From an optimization exercise on the open Yosys and OpenROAD flow, aimed at small area, a short achievable clock period and few clock cycles; shortcuts taken in it are not production practice.
Where RTL was checked, it was by simulation tests only, not by an equivalence proof against the original.
No functional check of the RTL was part of runs 6 and 7.
Power figures rest on the tool's default switching activity, not on a simulated workload.

**design/flow/design.v**
```verilog
module vfdc (
    input  wire          clk,
    input  wire          rst,               
    input  wire          cfg_layout_b,      
    input  wire          cfg_halt_policy,   
    input  wire          in_valid,
    input  wire [31:0]   in_data,
    output wire          in_ready,
    output reg           out_valid,
    output reg  [2:0]    out_st,
    output reg  [1:0]    out_kind,
    output reg  [2:0]    out_acc,
    output reg  [23:0]   out_frame24,
    output reg  [7:0]    out_computed,
    output reg           out_msg_valid,
    output reg  [7:0]    out_msg_len,
    output wire [2039:0] out_msg_data,
    output reg           out_key_valid,
    output wire [7:0]    out_key_code,
    output wire [4:0]    out_key_flags,
    output wire          viol,
    output wire          halt
);
    localparam [2:0] ST_OK       = 3'd0;
    localparam [2:0] ST_CSUM     = 3'd1;
    localparam [2:0] ST_INV_META = 3'd2;
    localparam [2:0] ST_INV_DATA = 3'd3;
    localparam [2:0] ST_HALTED   = 3'd4;
    localparam [1:0] K_DECL = 2'd0;
    localparam [1:0] K_EOM  = 2'd1;
    localparam [1:0] K_DATA = 2'd2;
    localparam [1:0] K_KEY  = 2'd3;
    localparam [2:0] A_NONE       = 3'd0;
    localparam [2:0] A_DECLARED   = 3'd1;
    localparam [2:0] A_APPENDED   = 3'd2;
    localparam [2:0] A_IGNORED    = 3'd3;
    localparam [2:0] A_COMPLETED  = 3'd4;
    localparam [2:0] A_TERMINATED = 3'd5;
    assign in_ready = 1'b1;
    reg        s0_valid;
    reg [23:0] s0_raw;
    reg [2:0]  s0_pc;           
    always @(posedge clk) begin
        if (rst)
            s0_valid <= 1'b0;
        else
            s0_valid <= in_valid;
        s0_raw <= in_data[23:0];
        s0_pc  <= {2'd0, in_data[4]} + {2'd0, in_data[3]} + {2'd0, in_data[2]}
                + {2'd0, in_data[1]} + {2'd0, in_data[0]};
    end
    wire [23:0] raw = s0_raw;
    wire       a_meta    = raw[23];
    wire [3:0] a_type    = raw[22:19];
    wire [3:0] a_seq     = raw[18:15];
    wire [6:0] a_csum    = raw[14:8];
    wire [7:0] a_payload = raw[7:0];
    wire [3:0] b_seq     = raw[23:20];
    wire [6:0] b_csum    = raw[19:13];
    wire [7:0] b_key     = raw[12:5];
    wire [4:0] b_flags   = raw[4:0];
    wire cs_0 = raw[0] ^ raw[19];
    wire cs_1 = raw[0] & raw[19];
    wire cs_2 = raw[1] ^ raw[20];
    wire cs_3 = raw[1] & raw[20];
    wire cs_4 = raw[2] ^ raw[21];
    wire cs_5 = raw[2] & raw[21];
    wire cs_6 = raw[3] ^ raw[22];
    wire cs_7 = raw[3] & raw[22];
    wire cs_8 = cs_0 ^ raw[15];
    wire cs_9 = cs_0 & raw[15];
    wire cs_10 = cs_1 ^ cs_2 ^ raw[16];
    wire cs_11 = (cs_1 & cs_2) | (cs_1 & raw[16]) | (cs_2 & raw[16]);
    wire cs_12 = cs_3 ^ cs_4 ^ raw[17];
    wire cs_13 = (cs_3 & cs_4) | (cs_3 & raw[17]) | (cs_4 & raw[17]);
    wire cs_14 = cs_5 ^ cs_6 ^ raw[18];
    wire cs_15 = (cs_5 & cs_6) | (cs_5 & raw[18]) | (cs_6 & raw[18]);
    wire cs_16 = cs_7 ^ raw[4];
    wire cs_17 = cs_7 & raw[4];
    wire cs_18 = (cs_9 & cs_10) | ((cs_9 ^ cs_10) & cs_8 & raw[23]);
    wire cs_19 = ~(cs_11 ^ cs_12 ^ raw[8] ^ cs_18);
    wire cs_20 = (cs_13 ^ cs_14 ^ raw[9]) ~^ ((cs_11 & cs_12) | ((cs_11 ^ cs_12) & ~raw[8]));
    wire cs_21 = (cs_15 ^ cs_16 ^ raw[10]) ~^ ((cs_13 & cs_14) | ((cs_13 ^ cs_14) & ~raw[9]));
    wire cs_22 = (cs_17 ^ raw[5] ^ raw[11]) ~^ ((cs_15 & cs_16) | ((cs_15 ^ cs_16) & ~raw[10]));
    wire cs_23 = (raw[6] ^ 1'b0 ^ raw[12]) ~^ ((cs_17 & raw[5]) | ((cs_17 ^ raw[5]) & ~raw[11]));
    wire cs_24 = (raw[7] ^ 1'b0 ^ raw[13]) ~^ ((raw[6] & 1'b0) | ((raw[6] ^ 1'b0) & ~raw[12]));
    wire cs_25 = (1'b0 ^ 1'b0 ^ raw[14]) ~^ ((raw[7] & 1'b0) | ((raw[7] ^ 1'b0) & ~raw[13]));
    wire a_ok = cs_19 & cs_20 & cs_21 & cs_22 & cs_23 & cs_24 & cs_25;
    wire cs_26 = raw[20] ^ raw[5];
    wire cs_27 = raw[20] & raw[5];
    wire cs_28 = raw[21] ^ raw[6] ^ s0_pc[1];
    wire cs_29 = (raw[21] & raw[6]) | (raw[21] & s0_pc[1]) | (raw[6] & s0_pc[1]);
    wire cs_30 = raw[22] ^ raw[7] ^ s0_pc[2];
    wire cs_31 = (raw[22] & raw[7]) | (raw[22] & s0_pc[2]) | (raw[7] & s0_pc[2]);
    wire cs_32 = raw[23] ^ raw[8];
    wire cs_33 = raw[23] & raw[8];
    wire cs_34 = cs_26 ^ s0_pc[0];
    wire cs_35 = cs_26 & s0_pc[0];
    wire cs_36 = cs_27 ^ cs_28 ^ raw[14];
    wire cs_37 = (cs_27 & cs_28) | (cs_27 & raw[14]) | (cs_28 & raw[14]);
    wire cs_38 = cs_29 ^ cs_30 ^ raw[15];
    wire cs_39 = (cs_29 & cs_30) | (cs_29 & raw[15]) | (cs_30 & raw[15]);
    wire cs_40 = cs_31 ^ cs_32 ^ raw[16];
    wire cs_41 = (cs_31 & cs_32) | (cs_31 & raw[16]) | (cs_32 & raw[16]);
    wire cs_42 = cs_33 ^ raw[9] ^ raw[17];
    wire cs_43 = (cs_33 & raw[9]) | (cs_33 & raw[17]) | (raw[9] & raw[17]);
    wire cs_44 = raw[10] ^ raw[18];
    wire cs_45 = raw[10] & raw[18];
    wire cs_46 = cs_34 & raw[13];
    wire cs_47 = cs_35 & cs_36;
    wire cs_48 = cs_37 & cs_38;
    wire cs_49 = cs_34 ^ raw[13];
    wire cs_50 = cs_35 ^ cs_36;
    wire cs_51 = cs_37 ^ cs_38;
    wire cs_52 = cs_47 | (cs_50 & cs_46);
    wire cs_53 = cs_48 | (cs_51 & cs_47) | (cs_51 & cs_50 & cs_46);
    wire cs_54 = cs_49 & (cs_50 ^ cs_46) & (cs_51 ^ cs_52);
    wire cs_55 = ~raw[19];
    wire cs_56 = ~cs_54;
    wire cs_57 = ~(cs_39 ^ cs_40 ^ raw[13] ^ cs_53);
    wire cs_58 = (cs_41 ^ cs_42 ^ raw[14]) ~^ ((cs_39 & cs_40) | ((cs_39 ^ cs_40) & ~raw[13]));
    wire cs_59 = (cs_43 ^ cs_44 ^ raw[15]) ~^ ((cs_41 & cs_42) | ((cs_41 ^ cs_42) & ~raw[14]));
    wire cs_60 = (cs_45 ^ raw[11] ^ raw[16]) ~^ ((cs_43 & cs_44) | ((cs_43 ^ cs_44) & ~raw[15]));
    wire cs_61 = (raw[12] ^ 1'b0 ^ raw[17]) ~^ ((cs_45 & raw[11]) | ((cs_45 ^ raw[11]) & ~raw[16]));
    wire cs_62 = (1'b0 ^ 1'b0 ^ raw[18]) ~^ ((raw[12] & 1'b0) | ((raw[12] ^ 1'b0) & ~raw[17]));
    wire b_ok = cs_55 & cs_56 & cs_57 & cs_58 & cs_59 & cs_60 & cs_61 & cs_62;
    wire [8:0] a_sum = {8'd0, a_meta} + {5'd0, a_type} + {5'd0, a_seq} + {1'b0, a_payload};
    wire [5:0] b_r   = {4'd0, b_key[7:6]} + {3'd0, b_key[5:3]} + {3'd0, b_key[2:0]}
                     + {2'd0, b_seq} + {3'd0, s0_pc};
    reg        s1_valid;
    reg [23:0] s1_raw;
    reg [8:0]  s1_sum;          
    reg        s1_ok;
    reg        s1_decl;         
    reg        s1_eom;
    reg        s1_data;
    always @(posedge clk) begin
        if (rst)
            s1_valid <= 1'b0;
        else
            s1_valid <= s0_valid;
        s1_raw  <= raw;
        s1_sum  <= cfg_layout_b ? {3'd0, b_r} : a_sum;
        s1_ok   <= cfg_layout_b ? b_ok : a_ok;
        s1_decl <= ~cfg_layout_b &  a_meta & (a_type == 4'h0);
        s1_eom  <= ~cfg_layout_b &  a_meta & (a_type == 4'hF);
        s1_data <= ~cfg_layout_b & ~a_meta & (a_type == 4'h0);
    end
    reg  [7:0] len_q;           
    reg  [7:0] rem_q;           
    reg        room_q;          
    reg        last_q;          
    reg        viol_q;
    reg        halt_q;
    assign viol = viol_q;
    assign halt = halt_q;
    wire [7:0] p_payload = s1_raw[7:0];
    wire run     = s1_valid & ~halt_q;           
    wire a_go    = run & s1_ok;                  
    wire do_decl = a_go & s1_decl;
    wire do_eom  = a_go & s1_eom;
    wire do_wr   = a_go & s1_data & room_q;
    wire do_bad  = a_go & ~cfg_layout_b & ~s1_decl & ~s1_eom & ~s1_data;
    wire [7:0] len_inc = len_q + 8'd1;
    reg  [2:0] st;
    reg  [1:0] kind;
    reg  [2:0] acc;
    reg        emit_msg;
    reg  [7:0] msg_len;
    always @(*) begin
        st       = ST_OK;
        kind     = K_DECL;
        acc      = A_NONE;
        emit_msg = 1'b0;
        msg_len  = len_q;
        if (halt_q) begin
            st = ST_HALTED;
        end else if (!s1_ok) begin
            st = ST_CSUM;
        end else if (cfg_layout_b) begin
            kind = K_KEY;
        end else if (s1_decl) begin
            acc = A_DECLARED;
        end else if (s1_eom) begin
            kind     = K_EOM;
            acc      = A_TERMINATED;
            emit_msg = 1'b1;
        end else if (s1_data) begin
            kind = K_DATA;
            if (!room_q) begin
                acc = A_IGNORED;
            end else if (last_q) begin
                acc      = A_COMPLETED;
                emit_msg = 1'b1;
                msg_len  = len_inc;
            end else begin
                acc = A_APPENDED;
            end
        end else begin
            st = s1_raw[23] ? ST_INV_META : ST_INV_DATA;
        end
    end
    always @(posedge clk) begin
        if (rst) begin
            len_q  <= 8'd0;
            rem_q  <= 8'd0;
            room_q <= 1'b0;
            last_q <= 1'b0;
            viol_q <= 1'b0;
            halt_q <= 1'b0;
        end else begin
            if (do_decl) begin
                len_q  <= 8'd0;
                rem_q  <= p_payload;
                room_q <= (p_payload != 8'd0);
                last_q <= (p_payload == 8'd1);
            end else if (do_eom || (do_wr && last_q)) begin
                len_q  <= 8'd0;
                rem_q  <= 8'd0;
                room_q <= 1'b0;
                last_q <= 1'b0;
            end else if (do_wr) begin
                len_q  <= len_inc;
                rem_q  <= rem_q - 8'd1;
                last_q <= (rem_q == 8'd2);
            end
            if (do_bad) begin
                viol_q <= 1'b1;
                if (cfg_halt_policy)
                    halt_q <= 1'b1;
            end
        end
    end
    wire [5:0] s2_r   = s1_sum[5:0];
    wire [2:0] b_r7   = (s2_r >= 6'd35) ? 3'd5 : (s2_r >= 6'd28) ? 3'd4 :
                        (s2_r >= 6'd21) ? 3'd3 : (s2_r >= 6'd14) ? 3'd2 :
                        (s2_r >= 6'd7)  ? 3'd1 : 3'd0;
    wire [1:0] b_k2   = s1_raw[12:11];
    wire [2:0] b_k1   = s1_raw[10:8];
    wire [5:0] b_q    = {1'b0, b_k2, 3'd0} + {4'd0, b_k2} + {3'd0, b_k1} + {3'd0, b_r7};
    wire [7:0] s2_computed = cfg_layout_b ? {2'b00, b_q} : {1'b0, s1_sum[8:2]};
    always @(posedge clk) begin
        if (rst)
            out_valid <= 1'b0;
        else
            out_valid <= s1_valid;
        out_st        <= st;
        out_kind      <= kind;
        out_acc       <= acc;
        out_frame24   <= s1_raw;
        out_computed  <= halt_q ? 8'd0 : s2_computed;
        out_msg_valid <= emit_msg;
        out_msg_len   <= msg_len;
        out_key_valid <= ~halt_q & s1_ok & cfg_layout_b;
    end
    assign out_key_code  = out_frame24[12:5];
    assign out_key_flags = out_frame24[4:0];
    wire clr = do_decl;
    genvar gi;
    generate
        for (gi = 0; gi < 255; gi = gi + 1) begin : g_buf
            reg  [7:0] buf_q;
            wire       we = do_wr & (len_q == gi);
            always @(posedge clk)
                buf_q <= (buf_q & {8{~clr}}) | (p_payload & {8{we}});
            assign out_msg_data[gi*8 +: 8] = buf_q;
        end
    endgenerate
endmodule
```
**design/flow/flow/run.sh**
```bash
#!/bin/bash
# Layout flow: the standard flow (standard synthesis unchanged), with
#  - every port buffered by sky130_fd_sc_hd__buf_1 instead of the default
#    buffer cell buffer_ports picks;
#  - pins placed one routing track apart, so that the 2100-odd ports fit on
#    the edge of a die sized for the cells.
# Each make step writes its full log under orfs/logs/; this script's own
# output goes to run_flow.log.
set -euo pipefail
export BUFFER_PORTS_ARGS="-buffer_cell sky130_fd_sc_hd__buf_1"
export PLACE_PINS_ARGS="-min_distance 1 -min_distance_in_tracks"
bash standard.sh finish > run_flow.log 2>&1
```
**design/flow/standard.sh**
```bash
#!/bin/bash
# synth_recipe.tcl (not shown) runs the flow's synth.tcl, then flattens the netlist and writes it again
# the make line also repeats each setting of config.mk as NAME=value (left out here)
make -C /OpenROAD-flow-scripts/flow DESIGN_CONFIG=/design/flow/config.mk WORK_HOME=/design/flow/orfs CLKGATE_MAP_FILE= SYNTH_SCRIPT=/design/flow/synth_recipe.tcl "${@:-finish}"
```
**design/flow/config.mk**
```make
export PLATFORM = sky130hd
export DESIGN_NAME = vfdc
export DESIGN_NICKNAME = vfdc
export VERILOG_FILES = /design/flow/design.v
export SDC_FILE = /design/flow/constraint.sdc
export NUM_CORES = 4
export LEC_CHECK = 0
export CAP_MARGIN = 20
export CORE_AREA = 5 5 495 495
export DIE_AREA = 0 0 500 500
export PLACE_DENSITY = 0.55
export SETUP_SLACK_MARGIN = 5
export SLEW_MARGIN = 20
```
**design/flow/constraint.sdc**
```tcl
create_clock -name core_clock -period 9.0 [get_ports {clk}]
set_input_delay 1.8000 -clock core_clock [delete_from_list [all_inputs] [get_ports {clk}]]
set_output_delay 1.8000 -clock core_clock [all_outputs]
set_load 0.01 [all_outputs]
```
==> impl_results.md, run 1 <==
* Status: stopped before the end
* Halt Stage: global routing
* Error: [ERROR GRT-0116] Global routing finished with congestion. Check the congestion regions in the DRC Viewer.
* Cells after synthesis at 5448
* Vias in the first global route at 58200
* Die Ht at 500 um
* Htree depth at 4
* Max Root-Sink Buffers at 3
* Chip width at 500 um
* Port Buf Inserts at 2133
* EDFF count, synth at 0
* Syn Std Cell Area at 69500 um2
* Synth area leaders: dfxtp_1, a22o_1, nor2_4
* Clk Tree Root Cell: clkbuf_16
* CTS Sinks at 2175
* Yosys top cell by area: dfxtp_1
* Sequential element share of the synthesized area at 62.6%
* Dpl hpwl at 232000 um
* Inserted Clock Buffers at 222
* GRT Total Usage at 26.7%
* First-pass GRT wire length at 475000 um
* Share of flip-flops with an asynchronous set or reset at 0%
* Top cell type's share of synthesized area at 62.6%
* Hold buffers post-CTS at 0
* Pin count of the biggest net entering global routing at 234
* Net Count, Synth at 5558
* Routability cong. at 0.946
* IO Pins at 2144
* Initial Util at 29.2%
* Placement Rows at 179
* Library cells used by synthesis at 58
* Syn avg cell area at 12.8 um2
* GRT overflow at 4
* Top FF cell, synth: dfxtp_1
* Synth warnings at 1
* Yosys reg bits at 2175
## logic make-up after synthesis
kind of cell,count (synthesis),synth area share (%)
flip-flops,2175,62.6
multiplexers,6,0.0900
buffers and inverters,569,3.59
XOR/XNOR,34,0.428
AO/OA/AOI/OAI,2121,26.4
AND/OR/NAND/NOR,468,5.17
other,2,0.0108
adder cells (fa/ha/maj),73,1.70
## metal layers
| metal | global-route usage, % | GRT overflow |
|---|---|---|
| met5 | 1.56 | 0 |
| met4 | 22.3 | 1 |
| met3 | 12.8 | 0 |
| met2 | 38.0 | 3 |
| met1 | 29.8 | 0 |
## worst max path at each step
stage	slack [ns]	from	to
global placement	4.87	halt_q	g_buf[4].buf_q[2]
CTS	5.12	halt_q	g_buf[4].buf_q[3]
detailed placement	4.85	halt_q	g_buf[4].buf_q[1]
floorplan	5.96	in_data[0]	s0_pc[1]
## power groups by stage
stage	Combinational, mW	Clock [mW]	Sequential, mW
floorplan	0.345	0	9.92
CTS	0.530	9.76	9.75
global placement	0.528	0	9.96
detailed placement	0.526	0	9.96
## per-stage QoR
stage          power [mW]  cells  utilization, %  instance area, um2  setup WS, ns
2_1_floorplan        10.3   5448               -               69500          5.96
3_3_place_gp         10.5  10300            33.6               80000          4.87
3_5_place_dp         10.5  10300            33.6               80000          4.85
4_1_cts              20.0  10700            36.8               87800          5.12
## synth_stat cells, types with 2 or more instances
cell,number
a211oi_1,5
a21o_1,8
a21oi_1,33
a221oi_1,2
a22o_1,2041
a31oi_1,6
and2_1,4
and4_1,2
and4b_1,2
buf_1,9
buf_2,162
buf_4,41
clkbuf_1,310
conb_1,2
dfxtp_1,2175
fa_1,36
ha_1,37
inv_1,46
mux2_2,2
mux2i_1,4
nand2_1,65
nand2_2,23
nand2b_1,9
nand2b_4,2
nand3_1,7
nand4_1,6
nor2_1,56
nor2_2,65
nor2_4,180
nor2b_1,11
nor3_1,9
nor3_2,4
nor3_4,2
nor3b_1,2
nor4_1,5
o211ai_1,2
o21a_1,2
o21ai_0,13
o31ai_1,2
or3_1,4
or4_1,3
xnor2_1,17
xor2_1,17
## what timing repair did
item,in CTS
buffers inserted,0
setup endpoints to repair,8
resized for setup,1
Testbench counts, summed over its fixed seeds: cycles 40,048.
==> run 2: changes to the inputs <==
--- a/design/flow/flow/run.sh
+++ b/design/flow/flow/run.sh
@@ -10,3 +10,4 @@
 export BUFFER_PORTS_ARGS="-buffer_cell sky130_fd_sc_hd__buf_1"
 export PLACE_PINS_ARGS="-min_distance 1 -min_distance_in_tracks"
+export SETUP_SLACK_MARGIN=5.6
 bash standard.sh finish > run_flow.log 2>&1
--- a/design/flow/config.mk
+++ b/design/flow/config.mk
@@ -10,4 +10,3 @@
 export DIE_AREA = 0 0 500 500
 export PLACE_DENSITY = 0.55
-export SETUP_SLACK_MARGIN = 5
 export SLEW_MARGIN = 20
==> impl_results.md, run 2 <==
* Status: stopped before the end
* Halt Stage: global routing
* Error: [ERROR GRT-0116] Global routing finished with congestion. Check the congestion regions in the DRC Viewer.
* IO Pins at 2144 (unchanged)
* Die Ht at 500 um (unchanged)
* GRT Total Usage at 26.9%
* Share of flip-flops with an asynchronous set or reset at 0% (unchanged)
* Chip width at 500 um (unchanged)
* Net Count, Synth at 5558 (unchanged)
* Yosys reg bits at 2175 (unchanged)
* Yosys top cell by area: dfxtp_1
* Top cell type's share of synthesized area at 62.6% (unchanged)
* Library cells used by synthesis at 58 (unchanged)
* Inst Count DP at 10300 (unchanged)
* Synth area leaders: dfxtp_1, a22o_1, nor2_4
* Placement Rows at 179 (unchanged)
* Htree depth at 4 (unchanged)
* Hold buffers post-CTS at 0 (unchanged)
* Sequential element share of the synthesized area at 62.6% (unchanged)
* Most frequent cell after synthesis: dfxtp_1
* Max Root-Sink Buffers at 3 (unchanged)
* Dpl hpwl at 232000 um (unchanged)
* GRT overflow at 5
* Top FF cell, synth: dfxtp_1
* Synth warnings at 1 (unchanged)
* Port Buf Inserts at 2133 (unchanged)
* Pin count of the biggest net entering global routing at 234
* EDFF count, synth at 0 (unchanged)
* Syn Std Cell Area at 69500 um2 (unchanged)
* Synth cell count leaders: dfxtp_1, a22o_1, clkbuf_1, nor2_4, buf_2
* Clk Tree Root Cell: clkbuf_16
* DP Area at 80000 um2 (unchanged)
* First-pass GRT wire length at 478000 um
* Cells after synthesis at 5448 (unchanged)
* Syn avg cell area at 12.8 um2 (unchanged)
* Vias in the first global route at 58300
* Initial Util at 29.2% (unchanged)
* Inserted Clock Buffers at 222 (unchanged)
* Routability cong. at 0.946 (unchanged)
* CTS Sinks at 2175 (unchanged)
run 2: power by group through the flow:
stage          logic (mW)  registers [mW]  clock network (mW)
3_5_place_dp        0.526            9.96                   0
2_1_floorplan       0.345            9.92                   0
3_3_place_gp        0.528            9.96                   0
4_1_cts             0.530            9.75                9.76
run 2: worst max path at each step:
stage	endpoint	from	slack (ns)	cells after the start
CTS	out_msg_data[1724]	g_buf[215].buf_q[4]	5.59	1
detailed placement	g_buf[4].buf_q[1]	halt_q	4.85	8
global placement	g_buf[4].buf_q[2]	halt_q	4.87	8
floorplan	s0_pc[1]	in_data[0]	5.96	3
run 2: per-stage QoR:
stage               power (mW)  worst slack, ns  util, %
floorplan                 10.3             5.96        -
global placement          10.5             4.87     33.6
detailed placement        10.5             4.85     33.6
CTS                       20.0             5.59     36.9
run 2: per-layer routing:
layer  GRT overflow  global-route usage [%]
met5              0                    1.54
met4              2                    22.2
met3              0                    13.3
met2              3                    38.2
met1              0                    30.1
run 2: cell families after synthesis:
family | count (synthesis) | share of synthesized area, %
XOR/XNOR | 34 | 0.428
adder cells (fa/ha/maj) | 73 | 1.70
AO/OA/AOI/OAI | 2121 | 26.4
multiplexers | 6 | 0.0900
flip-flops | 2175 | 62.6
buffers and inverters | 569 | 3.59
other | 2 | 0.0108
AND/OR/NAND/NOR | 468 | 5.17
run 2: what timing repair did:
item                                    4_1_cts
cloned                                        1
setup buffers                                 2
endpoints found under the setup margin      226
gates resized for setup                      74
pin swaps                                     1
==> run 3: changes to the inputs <==
==> design/flow/flow/run.sh (replaced) <==
#!/bin/bash
# Layout flow: the standard flow (standard synthesis unchanged), with
#  - every port buffered by sky130_fd_sc_hd__buf_1 instead of the default
#    buffer cell buffer_ports picks;
#  - pins on met3 (left, right) and on met2 and met4 (top, bottom), one
#    routing track apart, so that the 2100-odd ports fit on the edge of a
#    die sized for the cells.
# Each make step writes its full log under orfs/logs/; this script's own
# output goes to run_flow.log.
set -euo pipefail
export BUFFER_PORTS_ARGS="-buffer_cell sky130_fd_sc_hd__buf_1"
export PLACE_PINS_ARGS="-min_distance 1 -min_distance_in_tracks"
export IO_PLACER_H="met3"
export IO_PLACER_V="met2 met4"
bash standard.sh finish > run_flow.log 2>&1
--- a/design/flow/config.mk
+++ b/design/flow/config.mk
@@ -10,3 +10,4 @@
 export DIE_AREA = 0 0 500 500
 export PLACE_DENSITY = 0.55
+export SETUP_SLACK_MARGIN = 5
 export SLEW_MARGIN = 20
==> impl_results.md, run 3 <==
* Status: stopped before the end
* Halt Stage: global routing
* Error: [ERROR GRT-0116] Global routing finished with congestion. Check the congestion regions in the DRC Viewer.
* Syn Std Cell Area at 69500 um2 (unchanged)
* Post-CTS setup buffers at 0 (-2)
* EDFF count, synth at 0 (unchanged)
* Adder-Cell Fraction of Synth Area at 1.70% (unchanged)
* GRT Total Usage at 33.6%
* Post-synthesis mux area share at 0.0900% (unchanged)
* Yosys reg bits at 2175 (unchanged)
* Inserted Clock Buffers at 223 (+0.45%)
* Gates resized, CTS repair at 0 (-100%)
* Die Ht at 500 um (unchanged)
* Largest family of logic cells by synthesized area: compound AO/OA/AOI/OAI gates
* Clk Tree Root Cell: clkbuf_16
* Syn avg cell area at 12.8 um2 (unchanged)
* Routability cong. at 1.08 (+14%)
* Sequential element share of the synthesized area at 62.6% (unchanged)
* Inst Count DP at 10300 (-0.16%)
* Xor and xnor area share after synthesis at 0.428% (unchanged)
* IO Pins at 2144 (unchanged)
* Synth warnings at 1 (unchanged)
* Most frequent cell after synthesis: dfxtp_1
* CTS Sinks at 2175 (unchanged)
* Yosys top cell by area: dfxtp_1
* Pin count of the biggest net entering global routing at 249
* Share of flip-flops with an asynchronous set or reset at 0% (unchanged)
* Top FF cell, synth: dfxtp_1
* Synth Area in Simple Gates at 5.17% (unchanged)
* Chip width at 500 um (unchanged)
* Hold buffers post-CTS at 0 (unchanged)
* Synth cell count leaders: dfxtp_1, a22o_1, clkbuf_1, nor2_4, buf_2
* Top cell type's share of synthesized area at 62.6% (unchanged)
* Initial Util at 29.2% (unchanged)
* Htree depth at 4 (unchanged)
* Net Count, Synth at 5558 (unchanged)
* First-pass GRT wire length at 592000 um
* Synth area leaders: dfxtp_1, a22o_1, nor2_4
* Cells after synthesis at 5448 (unchanged)
* Port Buf Inserts at 2133 (unchanged)
* Library cells used by synthesis at 58 (unchanged)
* Placement Rows at 179 (unchanged)
* DP Area at 79900 um2 (-0.12%)
* Max Root-Sink Buffers at 3 (unchanged)
* GRT overflow at 568
* Vias in the first global route at 61300
* Dpl hpwl at 250000 um (+8.1%)
* Post-synthesis compound-gate area fraction at 26.4% (unchanged)
==> run 3: routing by layer <==
metal / overflow / global-route usage (%)
met4: 169 / 16.5
met2: 298 / 46.4
met3: 40 / 17.1
met5: 6 / 5.73
met1: 55 / 42.3
==> run 3: per-stage QoR <==
step                setup slack [ns]  util, %
CTS                             5.20     36.9
floorplan                       5.96        -
global placement                5.30     33.5
detailed placement              5.30     33.5
==> run 3: worst max-delay path by stage <==
stage	to	cells past startpoint	start
after detailed placement	g_buf[5].buf_q[3]	8	halt_q
after global placement	out_msg_len[7]	7	cfg_layout_b
after floorplan	s0_pc[1]	3	in_data[0]
after CTS	out_msg_data[1935]	1	g_buf[241].buf_q[7]
==> run 3: logic make-up after synthesis <==
group,after synthesis
AND/OR/NAND/NOR,468
other,2
AO/OA/AOI/OAI,2121
multiplexers,6
flip-flops,2175
XOR/XNOR,34
buffers and inverters,569
adder cells (fa/ha/maj),73
==> run 3: power groups by stage <==
stage / combinational [mW] / clock, mW / sequential [mW]
2_1_floorplan: 0.345 / 0 / 9.92
3_3_place_gp: 0.531 / 0 / 9.97
3_5_place_dp: 0.525 / 0 / 9.97
4_1_cts: 0.526 / 10.2 / 9.76
==> run 4: changes to the inputs <==
--- a/design/flow/flow/run.sh
+++ b/design/flow/flow/run.sh
@@ -3,4 +3,6 @@
 #  - every port buffered by sky130_fd_sc_hd__buf_1 instead of the default
 #    buffer cell buffer_ports picks;
+#  - timing repair aiming for 5.6 ns of setup slack, and clock sinks
+#    clustered 40 to a buffer;
 #  - pins on met3 (left, right) and on met2 and met4 (top, bottom), one
 #    routing track apart, so that the 2100-odd ports fit on the edge of a
@@ -13,3 +15,5 @@
 export IO_PLACER_H="met3"
 export IO_PLACER_V="met2 met4"
+export SETUP_SLACK_MARGIN=5.6
+export CTS_ARGS="-sink_clustering_enable -repair_clock_nets -sink_clustering_size 40 -sink_clustering_max_diameter 100"
 bash standard.sh finish > run_flow.log 2>&1
--- a/design/flow/config.mk
+++ b/design/flow/config.mk
@@ -10,4 +10,3 @@
 export DIE_AREA = 0 0 500 500
 export PLACE_DENSITY = 0.55
-export SETUP_SLACK_MARGIN = 5
 export SLEW_MARGIN = 20
==> impl_results.md, run 4 <==
* Syn Std Cell Area at 69500 um2 (unchanged)
* Htree depth at 3 (-1)
* Synth cell count leaders: dfxtp_1, a22o_1, clkbuf_1, nor2_4, buf_2
* Hold buffers post-CTS at 0 (unchanged)
* Die Ht at 500 um (unchanged)
* CTS Sinks at 2175 (unchanged)
* Routability cong. at 1.08 (unchanged)
* Net Count, Synth at 5558 (unchanged)
* IO Pins at 2144 (unchanged)
* First-pass GRT wire length at 583000 um
* Error: [ERROR GRT-0116] Global routing finished with congestion. Check the congestion regions in the DRC Viewer.
* Chip width at 500 um (unchanged)
* EDFF count, synth at 0 (unchanged)
* Synth area leaders: dfxtp_1, a22o_1, nor2_4
* Halt Stage: global routing
* Dpl hpwl at 250000 um (unchanged)
* Sequential element share of the synthesized area at 62.6% (unchanged)
* Yosys top cell by area: dfxtp_1
* Share of flip-flops with an asynchronous set or reset at 0% (unchanged)
* Most frequent cell after synthesis: dfxtp_1
* Library cells used by synthesis at 58 (unchanged)
* Port Buf Inserts at 2133 (unchanged)
* Pin count of the biggest net entering global routing at 249
* Top FF cell, synth: dfxtp_1
* Inserted Clock Buffers at 91 (-59%)
* Synth warnings at 1 (unchanged)
* Max Root-Sink Buffers at 3 (unchanged)
* GRT Total Usage at 33.1%
* Vias in the first global route at 59500
* Syn avg cell area at 12.8 um2 (unchanged)
* Clk Tree Root Cell: clkbuf_16
* Post-CTS setup buffers at 0 (unchanged)
* Top cell type's share of synthesized area at 62.6% (unchanged)
* Cells after synthesis at 5448 (unchanged)
* Placement Rows at 179 (unchanged)
* Status: stopped before the end
* GRT overflow at 536
* Initial Util at 29.2% (unchanged)
* Yosys reg bits at 2175 (unchanged)
* DP Area at 79900 um2 (unchanged)
run 4: cell counts after synthesis:
Identical to the previous run, type by type.
run 4: worst max path at each step:
| stage | to | start |
|---|---|---|
| 2_1_floorplan | s0_pc[1] | in_data[0] |
| 4_1_cts | out_msg_data[662] | g_buf[82].buf_q[6] |
| 3_5_place_dp | g_buf[5].buf_q[3] | halt_q |
| 3_3_place_gp | out_msg_len[7] | cfg_layout_b |
run 4: metal layers:
metal | overflow | global-route usage [%]
met2 | 308 | 46.0
met1 | 31 | 41.9
met4 | 148 | 15.5
met3 | 40 | 16.7
met5 | 9 | 4.57
run 4: power groups by stage:
| stage | clock network (mW) | registers [mW] | logic (mW) |
|---|---|---|---|
| floorplan | 0 | 9.92 | 0.345 |
| detailed placement | 0 | 9.97 | 0.525 |
| global placement | 0 | 9.97 | 0.531 |
| CTS | 5.97 | 9.76 | 0.526 |
run 4: cells by family after synthesis:
logic type                 share of synthesized area, %
buffers and inverters                              3.59
DFF                                                62.6
xor gates and xnor gates                          0.428
other                                            0.0108
and+or+nand+nor                                    5.17
muxes                                            0.0900
adders and majority gates                          1.70
AOI/OAI and AO/OA                                  26.4
run 4: repair_timing:
item | in CTS
hold endpoints to repair | 0
setup endpoints to repair | 338
gates resized for setup | 80
run 4: through the flow:
step	util, %	power, mW	cells	worst slack (ns)
after floorplan	-	10.3	5448	5.96
after global placement	33.5	10.5	10300	5.30
after detailed placement	33.5	10.5	10300	5.30
after CTS	35.1	16.3	10400	5.60
==> run 5: changes to the inputs <==
==> design/flow/run.sh (new file) <==
#!/bin/bash
# synth_recipe.tcl (not shown) runs the flow's synth.tcl, then flattens the netlist and writes it again
# the make line also repeats each setting of config.mk as NAME=value (left out here)
make -C /OpenROAD-flow-scripts/flow DESIGN_CONFIG=/design/flow/config.mk WORK_HOME=/design/flow/orfs CLKGATE_MAP_FILE= SYNTH_SCRIPT=/design/flow/synth_recipe.tcl finish
--- a/design/flow/config.mk
+++ b/design/flow/config.mk
@@ -7,6 +7,7 @@
 export LEC_CHECK = 0
 export CAP_MARGIN = 20
-export CORE_AREA = 5 5 495 495
-export DIE_AREA = 0 0 500 500
-export PLACE_DENSITY = 0.55
+export CORE_AREA = 5 5 755 755
+export DIE_AREA = 0 0 760 760
+export PLACE_DENSITY = 0.6
+export SETUP_SLACK_MARGIN = 5
 export SLEW_MARGIN = 20
removed: design/flow/flow/run.sh
removed: design/flow/standard.sh
==> impl_results.md, run 5 <==
* IO Pins at 2144 (unchanged)
* Htree depth at 4 (+1)
* Vias in the first global route at 53300
* Yosys top cell by area: dfxtp_1
* Pin count of the biggest net entering global routing at 227
* Final Hold Vio Count at 0
* Top reg by flops: g_buf.buf_q
* Synth warnings at 1 (unchanged)
* First-pass GRT wire length at 465000 um
* Fmax at 0.262 GHz
* RSZ-0062 raised after global routing: false
* Routed Antenna Nets at 0
* Chip width at 760 um (+52%)
* Synth area leaders: dfxtp_1, a22o_1, nor2_4
* Vias after detailed routing at 55200
* Synth cell count leaders: dfxtp_1, a22o_1, clkbuf_1, nor2_4, buf_2
* Sw power at 4.62 mW
* Reg-to-reg endpoint: g_buf[91].buf_q[6]
* VDD IR-drop max at 0.179 mV
* Crit path kind: flop to output port
* Yosys reg bits at 2175 (unchanged)
* Top cell type's share of synthesized area at 62.6% (unchanged)
* Slew Viols, Final at 0
* Drt first pass iters at 5
* Clk slew on worst S/H paths at 0.06 ns
* Per-cell routed wire length at 23.0 um
* Top FF cell, synth: dfxtp_1
* Worst flop-to-flop path startpoint: len_q[3]
* Library cells used by synthesis at 58 (unchanged)
* R2R depth at 5
* Initial antenna violation count at 47
* WP buf/inv at 1
* Inserted Clock Buffers at 232 (+150%)
* Crit path capture type: output port
* Core footprint at 561000 um2
* Pwr Density at 187 nW/um2
* Critical Path Slowest Stage Cell: clkdlybuf4s50_1
* Cell count along the critical path at 1
* Hold depth at 0
* Critical path launch point type: flop
* Worst Hold Class: flop to flop
* Hold Crit Endpoint: out_frame24[15]
* Core Util, Final at 19.1%
* Clk Tree Root Cell: clkbuf_16
* Worst reg2reg setup slack at 5.25 ns
* GRT Total Usage at 11.2%
* Leak pwr at 37.8 nW
* Crit share post-route at 42.4%
* Initial Util at 12.4% (-17 points)
* Clock Latency Late Sink at 0.94 ns
* Share of power burned in registers at 48.5%
* Status: timing/DRC/antenna clean
* Placement Rows at 275 (+54%)
* Sequential element share of the synthesized area at 62.6% (unchanged)
* Worst path required time at 7.20 ns
* Area Overhead vs Synth at 54.4%
* Setup-failing EPs final at 0
* Max Root-Sink Buffers at 4 (+1)
* Routability cong. at 0.767 (-29%)
* Combinational cell fraction of total power at 2.9%
* Min Tclk post-route at 3.82 ns
* Avg Vias per Cell at 3.66
* Final worst slack at 5.18 ns
* Pre-CTS WS at 4.60 ns (-0.693 ns)
* Most frequent cell after synthesis: dfxtp_1
* Skew final at 0.0991 ns
* Layout cell share with drive strength beyond 1 at 10.8%
* CP arrival at 2.02 ns
* Nets at 7526
* Hold wc startpoint: s1_raw[15]
* Cells after synthesis at 5448 (unchanged)
* Seq. cell area at 43600 um2
* WL final at 347000 um
* Die Ht at 760 um (+52%)
* Syn Std Cell Area at 69500 um2 (unchanged)
* Hold buffers post-CTS at 0 (unchanged)
* Slew Limit Headroom at 14.0%
* Max FFs per register at 2040
* Footprint of the multi-input gates at 23700 um2
* EDFF count, synth at 0 (unchanged)
* Share of flip-flops with an asynchronous set or reset at 0% (unchanged)
* DRC marker count from the first detailed-route iteration at 4219
* Port Buf Inserts at 2133 (unchanged)
* GRT overflow at 0
* DRC viols at 0
* Switching share of power at 23.0%
* CP max stage delay at 0.68 ns
* Filler Cell Count at 60700
* Setup TNS Final at 0 ns
* Most frequent cells in the layout: dfxtp_1, clkdlybuf4s50_1, a22o_1, clkbuf_16, nor2_4
* CTS Sinks at 2175 (unchanged)
* Net Count, Synth at 5558 (unchanged)
* Max Cap Violations at 0
* Most common cell after layout, fill and taps aside: dfxtp_1
* Worst-path cell chain: clkdlybuf4s50_1
* Worst-margin pin slew at 1.29 ns
* Clock power frac at 48.6%
* Max Fanout on Critical Path at 3
* DIE AREA at 578000 um2
* CTS tree: built
* Syn avg cell area at 12.8 um2 (unchanged)
* Total Power at 20.1 mW
* Crit path max-delay family: buffers and inverters
* Internal power at 15.5 mW
* Dpl hpwl at 255000 um (+1.9%)
## run 5: cell counts after synthesis
No cell type changed its count.
## run 5: timing repair
action | CTS | global route
gates resized for setup | 28 | 0
setup buffers | 9 | 0
endpoints found under the setup margin | 41 | 0
## run 5: cell families after synthesis
logic type,synth area share (%)
AO/OA/AOI/OAI,26.4
multiplexers,0.0900
XOR/XNOR,0.428
buffers and inverters,3.59
AND/OR/NAND/NOR,5.17
adder cells (fa/ha/maj),1.70
flip-flops,62.6
other,0.0108
## run 5: how the worst max path moves through the flow
stage	end	slack (ns)	from
after global placement	g_buf[186].buf_q[7]	4.62	len_q[3]
after floorplan	s0_pc[1]	5.96	in_data[0]
after detailed placement	g_buf[186].buf_q[0]	4.60	len_q[3]
final	out_msg_valid	5.18	out_acc[2]
after CTS	out_msg_len[6]	5.00	out_msg_len[6]
after global routing	out_msg_valid	5.02	out_acc[2]
## run 5: final cells by class
cell class	count	area share [%]
clock buffer	327	6.24
antenna	11	0.0256
clock inverter	99	1.03
tap	7479	8.72
inverter	46	0.161
timing repair buffer	2257	21.1
sequential	2175	40.6
multi-input combinational	2704	22.1
## run 5: layer usage
layer,vias up,wire length [um],track usage (%)
li1,24500,-,-
met1,27800,147000,14.0
met2,2407,163000,18.8
met3,459,25600,2.98
met4,8,11000,3.50
met5,-,36,0
## run 5: per-stage QoR
stage	hold WS [ns]	instance area, um2	instances
global route	0.332	107000	15100
CTS	0.327	107000	15100
finish	0.326	107000	15100
global placement	0.312	99400	14700
floorplan	0.310	69500	5448
detailed placement	0.312	99400	14700
## run 5: power by group through the flow
stage	clock network, mW	logic [mW]	registers [mW]
after CTS	10.0	0.597	9.75
after global placement	0	0.603	9.96
after detailed placement	0	0.595	9.97
after floorplan	0	0.345	9.92
after global routing	10.4	0.645	9.75
final	9.77	0.588	9.75
==> run 6: changes to the inputs <==
--- a/design/flow/design.v
+++ b/design/flow/design.v
@@ -40,4 +40,6 @@
     reg        s0_valid;
     reg [23:0] s0_raw;
+    reg        s0_lb;
+    reg        s0_hp;
     reg [2:0]  s0_pc;           
     always @(posedge clk) begin
@@ -47,4 +49,6 @@
             s0_valid <= in_valid;
         s0_raw <= in_data[23:0];
+        s0_lb  <= cfg_layout_b;
+        s0_hp  <= cfg_halt_policy;
         s0_pc  <= {2'd0, in_data[4]} + {2'd0, in_data[3]} + {2'd0, in_data[2]}
                 + {2'd0, in_data[1]} + {2'd0, in_data[0]};
@@ -132,7 +136,11 @@
     reg [8:0]  s1_sum;          
     reg        s1_ok;
+    reg        s1_lb;
+    reg        s1_hp;
     reg        s1_decl;         
     reg        s1_eom;
     reg        s1_data;
+    reg        s1_pnz;          
+    reg        s1_pone;         
     always @(posedge clk) begin
         if (rst)
@@ -141,9 +149,13 @@
             s1_valid <= s0_valid;
         s1_raw  <= raw;
-        s1_sum  <= cfg_layout_b ? {3'd0, b_r} : a_sum;
-        s1_ok   <= cfg_layout_b ? b_ok : a_ok;
-        s1_decl <= ~cfg_layout_b &  a_meta & (a_type == 4'h0);
-        s1_eom  <= ~cfg_layout_b &  a_meta & (a_type == 4'hF);
-        s1_data <= ~cfg_layout_b & ~a_meta & (a_type == 4'h0);
+        s1_sum  <= s0_lb ? {3'd0, b_r} : a_sum;
+        s1_ok   <= s0_lb ? b_ok : a_ok;
+        s1_lb   <= s0_lb;
+        s1_hp   <= s0_hp;
+        s1_decl <= ~s0_lb &  a_meta & (a_type == 4'h0);
+        s1_eom  <= ~s0_lb &  a_meta & (a_type == 4'hF);
+        s1_data <= ~s0_lb & ~a_meta & (a_type == 4'h0);
+        s1_pnz  <= (a_payload != 8'd0);
+        s1_pone <= (a_payload == 8'd1);
     end
     reg  [7:0] len_q;           
@@ -161,5 +173,5 @@
     wire do_eom  = a_go & s1_eom;
     wire do_wr   = a_go & s1_data & room_q;
-    wire do_bad  = a_go & ~cfg_layout_b & ~s1_decl & ~s1_eom & ~s1_data;
+    wire do_bad  = a_go & ~s1_lb & ~s1_decl & ~s1_eom & ~s1_data;
     wire [7:0] len_inc = len_q + 8'd1;
     reg  [2:0] st;
@@ -178,5 +190,5 @@
         end else if (!s1_ok) begin
             st = ST_CSUM;
-        end else if (cfg_layout_b) begin
+        end else if (s1_lb) begin
             kind = K_KEY;
         end else if (s1_decl) begin
@@ -213,6 +225,6 @@
                 len_q  <= 8'd0;
                 rem_q  <= p_payload;
-                room_q <= (p_payload != 8'd0);
-                last_q <= (p_payload == 8'd1);
+                room_q <= s1_pnz;
+                last_q <= s1_pone;
             end else if (do_eom || (do_wr && last_q)) begin
                 len_q  <= 8'd0;
@@ -227,5 +239,5 @@
             if (do_bad) begin
                 viol_q <= 1'b1;
-                if (cfg_halt_policy)
+                if (s1_hp)
                     halt_q <= 1'b1;
             end
@@ -239,5 +251,5 @@
     wire [2:0] b_k1   = s1_raw[10:8];
     wire [5:0] b_q    = {1'b0, b_k2, 3'd0} + {4'd0, b_k2} + {3'd0, b_k1} + {3'd0, b_r7};
-    wire [7:0] s2_computed = cfg_layout_b ? {2'b00, b_q} : {1'b0, s1_sum[8:2]};
+    wire [7:0] s2_computed = s1_lb ? {2'b00, b_q} : {1'b0, s1_sum[8:2]};
     always @(posedge clk) begin
         if (rst)
@@ -252,5 +264,5 @@
         out_msg_valid <= emit_msg;
         out_msg_len   <= msg_len;
-        out_key_valid <= ~halt_q & s1_ok & cfg_layout_b;
+        out_key_valid <= ~halt_q & s1_ok & s1_lb;
     end
     assign out_key_code  = out_frame24[12:5];
==> design/flow/flow/run.sh (new file) <==
#!/bin/bash
# Layout flow: the standard flow (standard synthesis unchanged), with
#  - every port buffered by sky130_fd_sc_hd__buf_1 instead of the default
#    buffer cell buffer_ports picks;
#  - pins placed one routing track apart, so that the 2100-odd ports fit on
#    the edge of a die sized for the cells;
#  - timing repair aiming for 6 ns of setup slack at the 9 ns clock.
# Each make step writes its full log under orfs/logs/; this script's own
# output goes to run_flow.log.
set -euo pipefail
export BUFFER_PORTS_ARGS="-buffer_cell sky130_fd_sc_hd__buf_1"
export PLACE_PINS_ARGS="-min_distance 1 -min_distance_in_tracks"
export SETUP_SLACK_MARGIN=6
bash standard.sh finish > run_flow.log 2>&1
==> design/flow/standard.sh (new file) <==
#!/bin/bash
# synth_recipe.tcl (not shown) runs the flow's synth.tcl, then flattens the netlist and writes it again
# the make line also repeats each setting of config.mk as NAME=value (left out here)
make -C /OpenROAD-flow-scripts/flow DESIGN_CONFIG=/design/flow/config.mk WORK_HOME=/design/flow/orfs CLKGATE_MAP_FILE= SYNTH_SCRIPT=/design/flow/synth_recipe.tcl "${@:-finish}"
==> design/flow/config.mk (replaced) <==
export PLATFORM = sky130hd
export DESIGN_NAME = vfdc
export DESIGN_NICKNAME = vfdc
export VERILOG_FILES = /design/flow/design.v
export SDC_FILE = /design/flow/constraint.sdc
export NUM_CORES = 4
export LEC_CHECK = 0
export CAP_MARGIN = 20
export CORE_AREA = 5 5 495 495
export DIE_AREA = 0 0 500 500
export PLACE_DENSITY = 0.55
export SLEW_MARGIN = 20
removed: design/flow/run.sh
==> impl_results.md, run 6 <==
* Status: stopped before the end
* Halt Stage: global routing
* Error: [ERROR GRT-0116] Global routing finished with congestion. Check the congestion regions in the DRC Viewer.
* Syn avg cell area at 12.7 um2 (-0.76%)
* Routability cong. at 0.952 (+24%)
* Hold buffers post-CTS at 0 (unchanged)
* GRT Total Usage at 29.8%
* Max Root-Sink Buffers at 3 (-1)
* Cells after synthesis at 5443 (-0.092%)
* Dpl hpwl at 229000 um (-10%)
* Yosys reg bits at 2181 (+0.28%)
* Inserted Clock Buffers at 220 (-5.2%)
* Placement Rows at 179 (-35%)
* DP Area at 79800 um2 (-20%)
* Chip width at 500 um (-34%)
* Synth cell count leaders: dfxtp_1, a22o_1, clkbuf_1, nor2_4, nor2_2
* First-pass GRT wire length at 533000 um
* Die Ht at 500 um (-34%)
* Sequential element share of the synthesized area at 63.3% (+0.71 points)
* Library cells used by synthesis at 55 (-5.2%)
* Net Count, Synth at 5553 (-0.090%)
* Inst Count DP at 10300 (-30%)
* Most frequent cell after synthesis: dfxtp_1
* Pre-CTS WS at 4.96 ns (+0.353 ns)
* Pin count of the biggest net entering global routing at 192
* Share of flip-flops with an asynchronous set or reset at 0% (unchanged)
* Top cell type's share of synthesized area at 63.3% (+0.71 points)
* Synth area leaders: dfxtp_1, a22o_1, clkbuf_1
* Vias in the first global route at 65000
* Clk Tree Root Cell: clkbuf_16
* IO Pins at 2144 (unchanged)
* CTS Sinks at 2181 (+0.28%)
* Syn Std Cell Area at 69000 um2 (-0.85%)
* Initial Util at 28.9% (+17 points)
* Synth warnings at 1 (unchanged)
* Yosys top cell by area: dfxtp_1
* Port Buf Inserts at 2133 (unchanged)
* Top FF cell, synth: dfxtp_1
* GRT overflow at 60
* EDFF count, synth at 0 (unchanged)
* Htree depth at 4 (unchanged)
[run 6: cell types whose count changed after synthesis, sizes merged, moves of 3 or more]
cell	previous run	this run
clkbuf	311	447
buf	212	70
dfxtp	2175	2181
nand2	88	85
[run 6: worst max path at each step]
stage / endpoint / slack (ns) / cells past startpoint
2_1_floorplan: s0_pc[1] / 5.99 / 3
3_3_place_gp: g_buf[126].buf_q[2] / 4.98 / 6
4_1_cts: out_msg_data[0] / 5.75 / 1
3_5_place_dp: g_buf[126].buf_q[7] / 4.96 / 6
[run 6: power by group through the flow]
stage | logic [mW] | registers (mW) | clock network (mW)
after detailed placement | 0.526 | 10.0 | 0
after global placement | 0.527 | 10.0 | 0
after floorplan | 0.343 | 9.95 | 0
after CTS | 0.565 | 9.78 | 9.85
[run 6: logic make-up after synthesis]
kind of cell	Yosys count	share of synthesized area, %
AO/OA/AOI/OAI	2124	26.7
adder cells (fa/ha/maj)	73	1.72
multiplexers	6	0.0907
other	2	0.0109
buffers and inverters	563	3.29
AND/OR/NAND/NOR	460	4.47
flip-flops	2181	63.3
XOR/XNOR	34	0.432
[run 6: metal layers]
| metal | track usage, % | GRT overflow |
|---|---|---|
| met2 | 42.8 | 47 |
| met3 | 14.6 | 1 |
| met5 | 2.70 | 0 |
| met4 | 20.8 | 10 |
| met1 | 34.5 | 2 |
[run 6: what timing repair did]
item | in CTS
pin swaps | 5
setup buffers | 434
gates resized for setup | 7575
endpoints found under the setup margin | 3847
gates cloned | 2
==> run 7: changes to the inputs <==
--- a/design/flow/config.mk
+++ b/design/flow/config.mk
@@ -8,4 +8,7 @@
 export CAP_MARGIN = 20
 export CORE_AREA = 5 5 495 495
+export CTS_BUF_LIST = sky130_fd_sc_hd__clkbuf_8
+export CTS_CLUSTER_DIAMETER = 80
+export CTS_CLUSTER_SIZE = 30
 export DIE_AREA = 0 0 500 500
 export PLACE_DENSITY = 0.55
==> impl_results.md, run 7 <==
* Syn Std Cell Area at 69000 um2 (unchanged)
* Synth warnings at 1 (unchanged)
* GRT Total Usage at 28.2%
* Placement Rows at 179 (unchanged)
* Chip width at 500 um (unchanged)
* Share of flip-flops with an asynchronous set or reset at 0% (unchanged)
* EDFF count, synth at 0 (unchanged)
* Hold buffers post-CTS at 0 (unchanged)
* Htree depth at 3 (-1)
* Max Root-Sink Buffers at 3 (unchanged)
* GRT overflow at 19
* Sequential element share of the synthesized area at 63.3% (unchanged)
* Yosys reg bits at 2181 (unchanged)
* Initial Util at 28.9% (unchanged)
* Dpl hpwl at 229000 um (unchanged)
* Syn avg cell area at 12.7 um2 (unchanged)
* Status: stopped before the end
* Synth area leaders: dfxtp_1, a22o_1, clkbuf_1
* Routability cong. at 0.952 (unchanged)
* DP Area at 79800 um2 (unchanged)
* Top cell type's share of synthesized area at 63.3% (unchanged)
* Net Count, Synth at 5553 (unchanged)
* Port Buf Inserts at 2133 (unchanged)
* Inserted Clock Buffers at 100 (-55%)
* Vias in the first global route at 62400
* Pre-CTS WS at 4.96 ns (unchanged)
* Inst Count DP at 10300 (unchanged)
* Halt Stage: global routing
* Yosys top cell by area: dfxtp_1
* Most frequent cell after synthesis: dfxtp_1
* Error: [ERROR GRT-0116] Global routing finished with congestion. Check the congestion regions in the DRC Viewer.
* First-pass GRT wire length at 505000 um
* Clk Tree Root Cell: clkbuf_8
* Top FF cell, synth: dfxtp_1
* Library cells used by synthesis at 55 (unchanged)
* Die Ht at 500 um (unchanged)
* IO Pins at 2144 (unchanged)
* Pin count of the biggest net entering global routing at 192
* Cells after synthesis at 5443 (unchanged)
* Synth cell count leaders: dfxtp_1, a22o_1, clkbuf_1, nor2_4, nor2_2
* CTS Sinks at 2181 (unchanged)
run 7: cells by family after synthesis:
family          Yosys count  share of synthesized area [%]
other cells               2                         0.0109
xor+xnor                 34                          0.432
compound gates         2124                           26.7
flops                  2181                           63.3
simple gates            460                           4.47
mux                       6                         0.0907
fa+ha+maj                73                           1.72
buf+inv                 563                           3.29
run 7: worst max path at each step:
stage | startpoint | endpoint | slack, ns
after CTS | g_buf[124].buf_q[2] | out_msg_data[994] | 5.51
after detailed placement | halt_q | g_buf[126].buf_q[7] | 4.96
after global placement | halt_q | g_buf[126].buf_q[2] | 4.98
after floorplan | in_data[0] | s0_pc[1] | 5.99
run 7: power groups by stage:
stage	registers [mW]	clock network [mW]	logic (mW)
2_1_floorplan	9.95	0	0.343
3_3_place_gp	10.0	0	0.527
3_5_place_dp	10.0	0	0.526
4_1_cts	9.78	4.67	0.566
run 7: what timing repair did:
item	CTS
cloned	3
resized for setup	7759
pin swaps	6
setup endpoints to repair	3858
setup buffers	392
run 7: metal layers:
layer / overflow / GRT usage [%]
met4: 5 / 22.2
met1: 0 / 31.7
met5: 0 / 2.26
met2: 14 / 41.1
met3: 0 / 12.8

[afterwards: timing with drivers on the ports]
Ports are ideal in the flow. The routed layout listed here was re-timed in OpenROAD.
Step 1 sets driving cells, clkbuf_16 on the clock port and buf_2 on the other inputs (assumed; they add their load-dependent delay and slew).
Step 2 moves the port delays by t, midway between the first and last clock arrival at a register: inputs arrive t later, outputs are due t later. That takes back most of the time a late clock gives input paths.
a / b / c = no drivers / after step 1 / after step 2; a / b = the first two.
run: run 5
t (ns): 0.988
slack for setup (ns): 5.183 / 5.084 / 4.985
pins driven straight from the clock port: 1
After both steps setup and hold are still met in run 5. The setup slack of run 5 moves by -0.099 ns with the drivers and by -0.198 ns with both steps.
